This is an optimization exercise on Yosys and OpenROAD, whose aim is small area, a short achievable clock period and few clock cycles, not a production implementation. Function was checked by simulation only, so behaviour that the tests miss may differ from the original. Power is estimated from default activity; no workload was simulated.

## before
==> flow/design.v (excerpt) <==
module bitio_core (
    input  wire        clk,
    input  wire        rst,
    input  wire        cmd_valid,
    output wire        cmd_ready,
    input  wire [15:0] cmd,
    input  wire [63:0] opnd,
    output wire        rsp_valid,
    input  wire        rsp_ready,
    output reg  [3:0]  rsp_status,
    output reg  [7:0]  rsp_count,
    output reg  [63:0] rsp_result,
    output wire        src_req,
    input  wire        src_ack,
    input  wire        src_exh,
    input  wire [7:0]  src_data,
    output wire        snk_req,
    output wire [7:0]  snk_data,
    input  wire        snk_ack,
    input  wire        snk_fail
);
Size: roughly 3800 cells after synthesis, ~300 flip-flops.
clock: 10.0 ns
lec_check: 0
cap_margin: 20
cell_pad_in_sites_detail_placement: 1
core_margin: 2
core_utilization: 25
place_density: 0.4
slew_margin: 20
tns_end_percent: 0
standard.sh (not shown) runs the stock make flow with config.mk's settings and CLKGATE_MAP_FILE= SYNTH_SCRIPT=/design/flow/synth_recipe.tcl, a recipe that flattens the netlist after the stock synthesis.
==> flow/flow/run.sh <==
#!/bin/bash
set -euo pipefail
bash standard.sh SETUP_SLACK_MARGIN=6.8 MATCH_CELL_FOOTPRINT=0 \
  'BUFFER_PORTS_ARGS=-buffer_cell sky130_fd_sc_hd__buf_4' finish > run_standard.log 2>&1
The final layout from before, which completed every stage, passed the timing, design-rule and antenna checks at the end of the flow.
Testbench counts of before, summed over its fixed seeds: cycles 15,742.
For after, these inputs were changed with respect to before:
--- a/flow/design.v
+++ b/flow/design.v
@@ -36,17 +36,16 @@
     reg        unp_q;              
     reg        wfl_q;              
     reg        aln_q;              
     reg        ill_q, nbad_q, ro_q;    
     reg [3:0]  pc;                 
     reg [3:0]  k_q;                
     reg [3:0]  wk_q;               
     reg [3:0]  kl_q;               
-    reg [5:0]  rot_q_amt;          
     reg        drrst_q, dwrst_q;   
     reg [3:0]  fixn;               
     reg [7:0]  snk_data_q;
     reg        short_q;            
     reg [7:0]  wl_q;               
     assign cmd_ready = idle_q;
     assign rsp_valid = rsp_valid_q;
     assign src_req   = src_req_q;
@@ -176,17 +175,17 @@
     wire [3:0] r_fixn  = kl_q - 4'd1;                             
     wire       push    = snk_req_q && snk_ack;
     wire       w_last  = aln_q || (kl_q == 4'd1);
     wire [15:0] w_pair = rsp_result[63:48] >> wc;
     wire [7:0] w_next  = w_pair[7:0];                             
     wire [3:0] w_cn    = {1'b0, wc} + {1'b0, nb_q[2:0]};
     wire [7:0] w_rmask = top_mask({1'b0, w_cn[2:0]});             
     wire       push_more = push && !snk_fail && !w_last;
-    wire [5:0] rot_amt = rot_q_amt;
+    wire [5:0] rot_amt = unp_q ? nb_q[5:0] : (6'd0 - nb_q[5:0]);
     reg [63:0] rot;
     always @(*) begin
         rot = rsp_result;
         if (rot_amt[0]) rot = {rot[62:0], rot[63]};
         if (rot_amt[1]) rot = {rot[61:0], rot[63:62]};
         if (rot_amt[2]) rot = {rot[59:0], rot[63:60]};
         if (rot_amt[3]) rot = {rot[55:0], rot[63:56]};
         if (rot_amt[4]) rot = {rot[47:0], rot[63:48]};
@@ -232,31 +231,36 @@
         for (t = 0; t < 8; t = t + 1) begin
             pw   = fld_q ? (t == 7) : (k_q == t[3:0] + 4'd1);
             pl   = !fld_q && k_q == t[3:0];
             pp   = fld_q && r_first && t == 6;
             r_up = (t == 7) ? 8'd0 : rsp_result[(t == 7 ? 7 : 55 - 8*t) -: 8];
             rp   = pw ? r_win : pl ? r_left : pp ? r_pre : r_up;      
             wp   = w_end ? 8'd0 : r_up;                              
             r_d[63 - 8*t -: 8] = ({8{idle_q}} & ld_val[63 - 8*t -: 8]) |
-                                 ({8{pos_q && !posw_q}} & rpos[63 - 8*t -: 8]) |
-                                 ({8{pos_q && posw_q}}  & wpos[63 - 8*t -: 8]) |
+                                 ({8{pos_q}}  & pos_sum[63 - 8*t -: 8]) |
                                  ({8{s_rot}}  & codec[63 - 8*t -: 8]) |
                                  ({8{s_fsh}}  & r_up) |
                                  ({8{s_hold}} & rsp_result[63 - 8*t -: 8]) |
                                  ({8{src_req_q}} & (src_ack ? rp : rsp_result[63 - 8*t -: 8])) |
                                  ({8{snk_req_q}} & (snk_ack ? wp : rsp_result[63 - 8*t -: 8]));
         end
     end
-    wire [7:0]  rp_lo  = {1'b0, rpos[6:0]} + {1'b0, rsp_count[6:0]};
-    wire [7:0]  wp_lo  = {1'b0, wpos[6:0]} + {1'b0, rsp_count[6:0]};
-    wire [56:0] rp_hi1 = rpos[63:7] + 57'd1;
-    wire [56:0] wp_hi1 = wpos[63:7] + 57'd1;
-    wire [63:0] rpos_sum = {rp_lo[7] ? rp_hi1 : rpos[63:7], rp_lo[6:0]};
-    wire [63:0] wpos_sum = {wp_lo[7] ? wp_hi1 : wpos[63:7], wp_lo[6:0]};
+    wire [63:0] pos_a   = (pos_q ? posw_q : upd_w) ? wpos : rpos;
+    wire [6:0]  pos_c   = (upd_r || upd_w) ? rsp_count[6:0] : 7'd0;
+    wire [7:0]  pos_lo  = {1'b0, pos_a[6:0]} + {1'b0, pos_c};
+    reg  [56:0] pos_all;           
+    integer b;
+    always @(*) begin
+        pos_all[0] = 1'b1;
+        for (b = 1; b < 57; b = b + 1)
+            pos_all[b] = &(pos_a[63:7] | ~({57{1'b1}} >> (57 - b)));
+    end
+    wire [56:0] pos_hi = pos_a[63:7] ^ ({57{pos_lo[7]}} & pos_all);
+    wire [63:0] pos_sum = {pos_hi, pos_lo[6:0]};
     task respond;
         input [3:0] st;
         input [7:0] cnt;
         begin
             rsp_valid_q <= 1'b1;
             rsp_status  <= st;
             rsp_count   <= cnt;
         end
@@ -279,18 +283,18 @@
             wpos        <= 64'd0;
             wpend       <= 8'd0;
             fault       <= 1'b0;
             fcause      <= 4'd0;
         end else begin
             upd_r  <= 1'b0;
             upd_w  <= 1'b0;
             wfin_q <= 1'b0;
-            if (upd_r) rpos <= rpos_sum;
-            if (upd_w) wpos <= wpos_sum;
+            if (upd_r) rpos <= pos_sum;
+            if (upd_w) wpos <= pos_sum;
             if (wfin_q) wpend <= snk_data_q & top_mask(w_cn);
             if (acc) begin
                 idle_q    <= 1'b0;
                 src_req_q <= i_rfast;
                 snk_req_q <= i_wfast;
                 rot_q     <= i_rot;
                 pos_q     <= i_pos;
                 dec_q     <= i_dec;
@@ -418,17 +422,16 @@
             aln_q   <= o_walign;
             ill_q   <= i_ill;
             nbad_q  <= i_nbad;
             ro_q    <= i_ro;
             posw_q  <= o_wpos;
             drrst_q <= o_rrst;
             dwrst_q <= o_wrst;
             k_q     <= i_k;
-            rot_q_amt <= o_unpack ? n[5:0] : (6'd0 - n[5:0]);
             wk_q    <= i_wk;
             kl_q    <= op[4] ? i_k : i_wk;
             snk_data_q <= o_walign ? wpend : i_push0;
             short_q <= i_short;
             wl_q    <= i_wlp[7:0];
         end
         if (rot_q)
             snk_data_q <= x_push0;
snk_data_q[0] as the worst setup path endpoint was reported by before, and rsp_result[48] by after.
Diff before -> after | wire length the detailed router placed on met1 | up slightly
[compare] base=before new=after: final clock period utilization by the worst path now larger; critical path arrival climbed 0.19 ns; clock transition at the register clock pins on the worst setup and hold paths after CTS has remained practically unchanged.
Total power of after is higher than that of before.
after vs before, critical setup path kind: input port to flop vs flop to flop
Number of signal-net buffers in the layout was lower in after than in before.
Post-CTS setup-driven buffer insertion count, after and before: larger value in before
Of after and before, the higher final antenna diode count belongs to before.
Testbench counts of after, summed over its fixed seeds: cycles 15,742.

==> port drivers added, routing unchanged <==
The results above use ideal ports. As a check the final layouts listed here were re-extracted and re-timed, cells and wires unchanged. Step 1 (the two cells are an assumption about what drives the block):
set clk [get_ports {clk}]
set_driving_cell -lib_cell sky130_fd_sc_hd__clkbuf_16 $clk
set_driving_cell -lib_cell sky130_fd_sc_hd__buf_2 [delete_from_list [all_inputs] $clk]
Step 2 adds t to the input delays and takes it off the output delays; t is the mean of the earliest and latest rising clock arrival at the registers after step 1. Input paths then give back, and output paths get back, about the clock's delay inside the block. a / b / c = no drivers / after step 1 / after step 2; a / b = the first two.
run | shift t [ns] | setup WS [ns] | worst setup path at the end | clock arrival spread, ns | worst data-port slew with drivers (ns)
before | 0.684 | 6.129 / 6.112 / 5.516 | input to register | 0.041 / 0.040 | 0.08
after | 0.669 | 5.910 / 5.931 / 5.297 | input to register | 0.065 / 0.066 | 0.13
After both steps every run listed still meets setup and hold.
